This is an optimization exercise on Yosys and OpenROAD, whose aim is small area, not a production implementation.
Where RTL was checked, it was by simulation tests only, not by an equivalence proof against the original.
Power figures rest on the tool's default switching activity, not on a simulated workload.

== delta ==
Design pipe_core, start of the top module:
module pipe_core (
    input  wire        clk,
    input  wire        rst,
    output wire [31:0] imem_addr,
    input  wire [31:0] imem_rdata,
    output wire [4:0]  rf_raddr1,
    output wire [4:0]  rf_raddr2,
    input  wire [31:0] rf_rdata1,
    input  wire [31:0] rf_rdata2,
    output wire        rf_we,
    output wire [4:0]  rf_waddr,
    output wire [31:0] rf_wdata,
    output wire [31:0] dmem_addr,
    output wire        dmem_re,
    output wire        dmem_we,
    output wire [31:0] dmem_wdata,
    input  wire [31:0] dmem_rdata,
    output wire [31:0] pc,
    output wire [31:0] ifid_instr,
    output wire [31:0] idex_instr,
    output wire [31:0] exmem_instr,
    output wire [31:0] memwb_instr
);
==> module pipe_core, before the edit <==
module pipe_core (
    input  wire        clk,
    input  wire        rst,
    output wire [31:0] imem_addr,
    input  wire [31:0] imem_rdata,
    output wire [4:0]  rf_raddr1,
    output wire [4:0]  rf_raddr2,
    input  wire [31:0] rf_rdata1,
    input  wire [31:0] rf_rdata2,
    output wire        rf_we,
    output wire [4:0]  rf_waddr,
    output wire [31:0] rf_wdata,
    output wire [31:0] dmem_addr,
    output wire        dmem_re,
    output wire        dmem_we,
    output wire [31:0] dmem_wdata,
    input  wire [31:0] dmem_rdata,
    output wire [31:0] pc,
    output wire [31:0] ifid_instr,
    output wire [31:0] idex_instr,
    output wire [31:0] exmem_instr,
    output wire [31:0] memwb_instr
);
    reg [31:2] pc_q;         
    reg [31:0] ifid_q;
    reg [31:0] idex_q;
    reg [31:0] exmem_q;
    reg [31:0] memwb_q;
    reg [31:0] ex_a_q;       
    reg [31:0] ex_b_q;       
    reg        ex_sub_q;     
    reg [31:0] mem_alu_q;    
    reg [31:0] mem_wd_q;     
    reg [31:0] wb_q;         
    wire [5:0] d_op = ifid_q[31:26];
    wire [4:0] d_rs = ifid_q[25:21];
    wire [4:0] d_rt = ifid_q[20:16];
    wire [5:0] e_op = idex_q[31:26];
    wire       e_rtype = (e_op == 6'h00);
    wire       e_lw    = (e_op == 6'h23);
    wire       e_wr    = e_rtype | e_lw;
    wire [4:0] e_dst   = e_op[0] ? idex_q[20:16] : idex_q[15:11];
    wire [5:0] m_op = exmem_q[31:26];
    wire       m_lw = (m_op == 6'h23);
    wire       m_sw = (m_op == 6'h2B);
    wire       m_wr = (m_op == 6'h00) | m_lw;
    wire [4:0] m_dst = m_op[0] ? exmem_q[20:16] : exmem_q[15:11];
    wire [5:0] w_op = memwb_q[31:26];
    wire       w_wr = (w_op == 6'h00) | (w_op == 6'h23);
    wire [4:0] w_dst = w_op[0] ? memwb_q[20:16] : memwb_q[15:11];
    wire [31:0] e_res;
    pc_alu u_alu (.instr(idex_q), .sub(ex_sub_q), .a(ex_a_q), .b(ex_b_q), .res(e_res));
    wire [31:0] m_wb;
    pc_mux2 u_wb (.s(m_lw), .a1(dmem_rdata), .a0(mem_alu_q), .y(m_wb));
    wire [4:0] f_rs = imem_rdata[25:21];
    wire [4:0] f_rt = imem_rdata[20:16];
    wire [5:0] d_opx = ifid_q[31:26];
    wire       d_wr  = (d_opx == 6'h00) | (d_opx == 6'h23);
    wire [4:0] d_dst = d_opx[0] ? ifid_q[20:16] : ifid_q[15:11];
    reg m_hit_rs, m_hit_rt, e_hit_rs, e_hit_rt;
    always @(posedge clk) begin
        if (rst) begin
            m_hit_rs <= 1'b0;
            m_hit_rt <= 1'b0;
            e_hit_rs <= 1'b0;
            e_hit_rt <= 1'b0;
        end else begin
            m_hit_rs <= e_wr & (e_dst == f_rs) & (|f_rs);
            m_hit_rt <= e_wr & (e_dst == f_rt) & (|f_rt);
            e_hit_rs <= d_wr & (d_dst == f_rs) & (|f_rs);
            e_hit_rt <= d_wr & (d_dst == f_rt) & (|f_rt);
        end
    end
    wire        d_equal;
    wire [31:0] d_xn, d_yn;      
    pc_equnit u_eq (.hs(m_hit_rs), .ht(m_hit_rt), .a(rf_rdata1), .b(rf_rdata2), .c(mem_alu_q),
                    .equal(d_equal), .xn(d_xn), .yn(d_yn));
    wire a_se  = e_hit_rs;
    wire a_sl  = ~e_hit_rs & m_hit_rs & m_lw;
    wire a_sqn = e_hit_rs | (m_hit_rs & m_lw);
    wire b_se  = e_hit_rt;
    wire b_sl  = ~e_hit_rt & m_hit_rt & m_lw;
    wire b_sqn = e_hit_rt | (m_hit_rt & m_lw);
    wire [31:0] d_fa, d_fb;
    pc_fwd u_fa (.se(a_se), .sl(a_sl), .sqn(a_sqn), .e(e_res), .d(dmem_rdata), .qn(d_xn), .y(d_fa));
    pc_fwd u_fb (.se(b_se), .sl(b_sl), .sqn(b_sqn), .e(e_res), .d(dmem_rdata), .qn(d_yn), .y(d_fb));
    wire        d_beq   = (d_op == 6'h04);
    wire        d_j     = (d_op == 6'h02);
    wire        d_taken = d_beq & d_equal;
    wire [31:2] d_next;
    pc_next u_next (.pc(pc_q), .instr(ifid_q[25:0]), .taken(d_taken), .jump(d_j), .rst(rst), .next(d_next));
    assign imem_addr   = {pc_q, 2'b00};
    assign pc          = {pc_q, 2'b00};
    assign rf_raddr1   = d_rs;
    assign rf_raddr2   = d_rt;
    assign rf_we       = w_wr;
    assign rf_waddr    = w_dst;
    assign rf_wdata    = wb_q;
    assign dmem_addr   = mem_alu_q;
    assign dmem_re     = m_lw;
    assign dmem_we     = m_sw;
    assign dmem_wdata  = mem_wd_q;
    assign ifid_instr  = ifid_q;
    assign idex_instr  = idex_q;
    assign exmem_instr = exmem_q;
    assign memwb_instr = memwb_q;
    always @(posedge clk) begin
        if (rst) begin
            ifid_q  <= 32'd0;
            idex_q  <= 32'd0;
            exmem_q <= 32'd0;
            memwb_q <= 32'd0;
        end else begin
            ifid_q  <= imem_rdata;
            idex_q  <= ifid_q;
            exmem_q <= idex_q;
            memwb_q <= exmem_q;
        end
    end
    always @(posedge clk) begin
        ex_sub_q  <= ~ifid_q[31] & ifid_q[1];
        ex_a_q    <= d_fa;
        ex_b_q    <= d_fb;
        pc_q      <= d_next;      
        mem_alu_q <= e_res;
        mem_wd_q  <= ex_b_q;
        wb_q      <= m_wb;
    end
endmodule
==> flow/config.mk <==
export PLATFORM = sky130hd
export DESIGN_NAME = pipe_core
export DESIGN_NICKNAME = pipe_core
export VERILOG_FILES = /design/flow/design.v
export SDC_FILE = /design/flow/constraint.sdc
export NUM_CORES = 4
export LEC_CHECK = 0
export CAP_MARGIN = 20
export CORE_MARGIN = 2
export CORE_UTILIZATION = 60
export SLEW_MARGIN = 20
export SYNTH_HIERARCHICAL = 1
==> flow/constraint.sdc <==
create_clock -name core_clock -period 5.5 [get_ports {clk}]
set_input_delay 1.1000 -clock core_clock [delete_from_list [all_inputs] [get_ports {clk}]]
set_output_delay 1.1000 -clock core_clock [all_outputs]
set_load 0.01 [all_outputs]
standard.sh (not shown) runs the stock make flow with config.mk's settings and CLKGATE_MAP_FILE= SYNTH_SCRIPT=/design/flow/synth_recipe.tcl, a recipe that flattens the netlist after the stock synthesis.
==> flow/flow/run.sh <==
#!/bin/bash
set -euo pipefail
here=$(cd "$(dirname "$0")" && pwd)
bash standard.sh \
  "BUFFER_PORTS_ARGS=-buffer_cell sky130_fd_sc_hd__buf_1" \
  "PRE_FLOORPLAN_TCL=$here/downsize.tcl" \
  "CTS_ARGS=-sink_clustering_enable -repair_clock_nets -buf_list sky130_fd_sc_hd__clkbuf_8 -sink_clustering_size 16 -sink_clustering_max_diameter 70 -dont_use_dummy_load" \
  finish > standard.log 2>&1
==> flow/flow/downsize.tcl <==
# Before floorplanning: put every logic cell that synthesis sized up back to
# its smallest drive strength of the same function; repair_design and
# repair_timing later size up only the cells that timing needs. Registers,
# buffers and clock cells are left as they are.
set db [ord::get_db]
set n 0
foreach inst [[ord::get_db_block] getInsts] {
  set m [[$inst getMaster] getName]
  if {![regexp {^(sky130_fd_sc_hd__[a-z0-9]+)_([0-9]+)$} $m -> base sz]} { continue }
  if {$sz eq "0" || $sz eq "1"} { continue }
  if {[regexp {df|dl|buf|clk|conb|tap|fill|decap|diode} $base]} { continue }
  foreach k {1 0} {
    set nm [$db findMaster ${base}_$k]
    if {$nm ne "NULL"} {
      $inst swapMaster $nm
      incr n
      break
    }
  }
}
puts "downsize.tcl: $n cells set to their smallest drive strength"
delta: done, clean on timing, DRC and antenna
Modified inputs, epsilon compared to delta
diff --git a/flow/design.v b/flow/design.v
--- a/flow/design.v
+++ b/flow/design.v
@@ -53,23 +53,10 @@
     wire [31:0] m_wb;
     pc_mux2 u_wb (.s(m_lw), .a1(dmem_rdata), .a0(mem_alu_q), .y(m_wb));
-    wire [4:0] f_rs = imem_rdata[25:21];
-    wire [4:0] f_rt = imem_rdata[20:16];
-    wire [5:0] d_opx = ifid_q[31:26];
-    wire       d_wr  = (d_opx == 6'h00) | (d_opx == 6'h23);
-    wire [4:0] d_dst = d_opx[0] ? ifid_q[20:16] : ifid_q[15:11];
-    reg m_hit_rs, m_hit_rt, e_hit_rs, e_hit_rt;
-    always @(posedge clk) begin
-        if (rst) begin
-            m_hit_rs <= 1'b0;
-            m_hit_rt <= 1'b0;
-            e_hit_rs <= 1'b0;
-            e_hit_rt <= 1'b0;
-        end else begin
-            m_hit_rs <= e_wr & (e_dst == f_rs) & (|f_rs);
-            m_hit_rt <= e_wr & (e_dst == f_rt) & (|f_rt);
-            e_hit_rs <= d_wr & (d_dst == f_rs) & (|f_rs);
-            e_hit_rt <= d_wr & (d_dst == f_rt) & (|f_rt);
-        end
-    end
+    wire d_rs_nz = |d_rs;
+    wire d_rt_nz = |d_rt;
+    wire m_hit_rs = m_wr & (m_dst == d_rs) & d_rs_nz;
+    wire m_hit_rt = m_wr & (m_dst == d_rt) & d_rt_nz;
+    wire e_hit_rs = e_wr & (e_dst == d_rs) & d_rs_nz;
+    wire e_hit_rt = e_wr & (e_dst == d_rt) & d_rt_nz;
     wire        d_equal;
     wire [31:0] d_xn, d_yn;      
### Flow results
epsilon was carried through to the last stage, and its layout satisfied the timing, design-rule and antenna checks.
Total count of max-transition violations in the final report: epsilon vs delta — no meaningful difference
Core utilization, delta and epsilon, lower one = delta.
For epsilon, the launch point of the worst path was exmem_q[26], unlike delta, where it was idex_q[31].
When the final numbers for delta and epsilon were put side by side, the hold slack turned out to be smaller in epsilon.
Changes observed in epsilon relative to delta: global-route wire length before repair now larger; area of all sequential standard cells lost about 1.2%; final critical path time including I/O delays and setup went up 0.57 ns; remaining max-slew budget at the tightest pin fell 6.1 points; sum of internal, switching and leakage power rose 1.0 mW.
Sort delta and epsilon by wire length, descending, and epsilon comes first.
epsilon against delta: number of stages on the worst setup path went down by 1, HPWL after detailed placement went down about 1.9%, sequential cell count lost about 1.2%.
epsilon reports its capturing element of the worst setup path as pc_q[26] while delta reports ex_b_q[31].
No functional check of the RTL was part of epsilon.

afterwards: timing with drivers on the ports:
The flow's constraints put no driver on any port. The routed layouts listed below were extracted and timed again, unchanged, in two steps.
Step 1, drivers: a clkbuf_16 drives clk and a buf_2 each remaining input, both assumed.
Step 2, shift: input delay + t, output delay - t, t = (earliest + latest rising clock arrival at the registers) / 2. This alone moves slack from input paths to output paths.
Three values: ideal, step 1, step 2; two values: the first two.
run	t (ns)	slack for setup (ns)	hold slack, ns	worst register clock-pin slew, ns
delta	0.599	0.920 / 0.920 / 0.920	0.374 / 0.374 / 0.374	0.11 / 0.11
epsilon	0.611	0.351 / 0.351 / 0.351	0.364 / 0.364 / 0.364	0.12 / 0.12
After both steps every run listed still meets setup and hold.
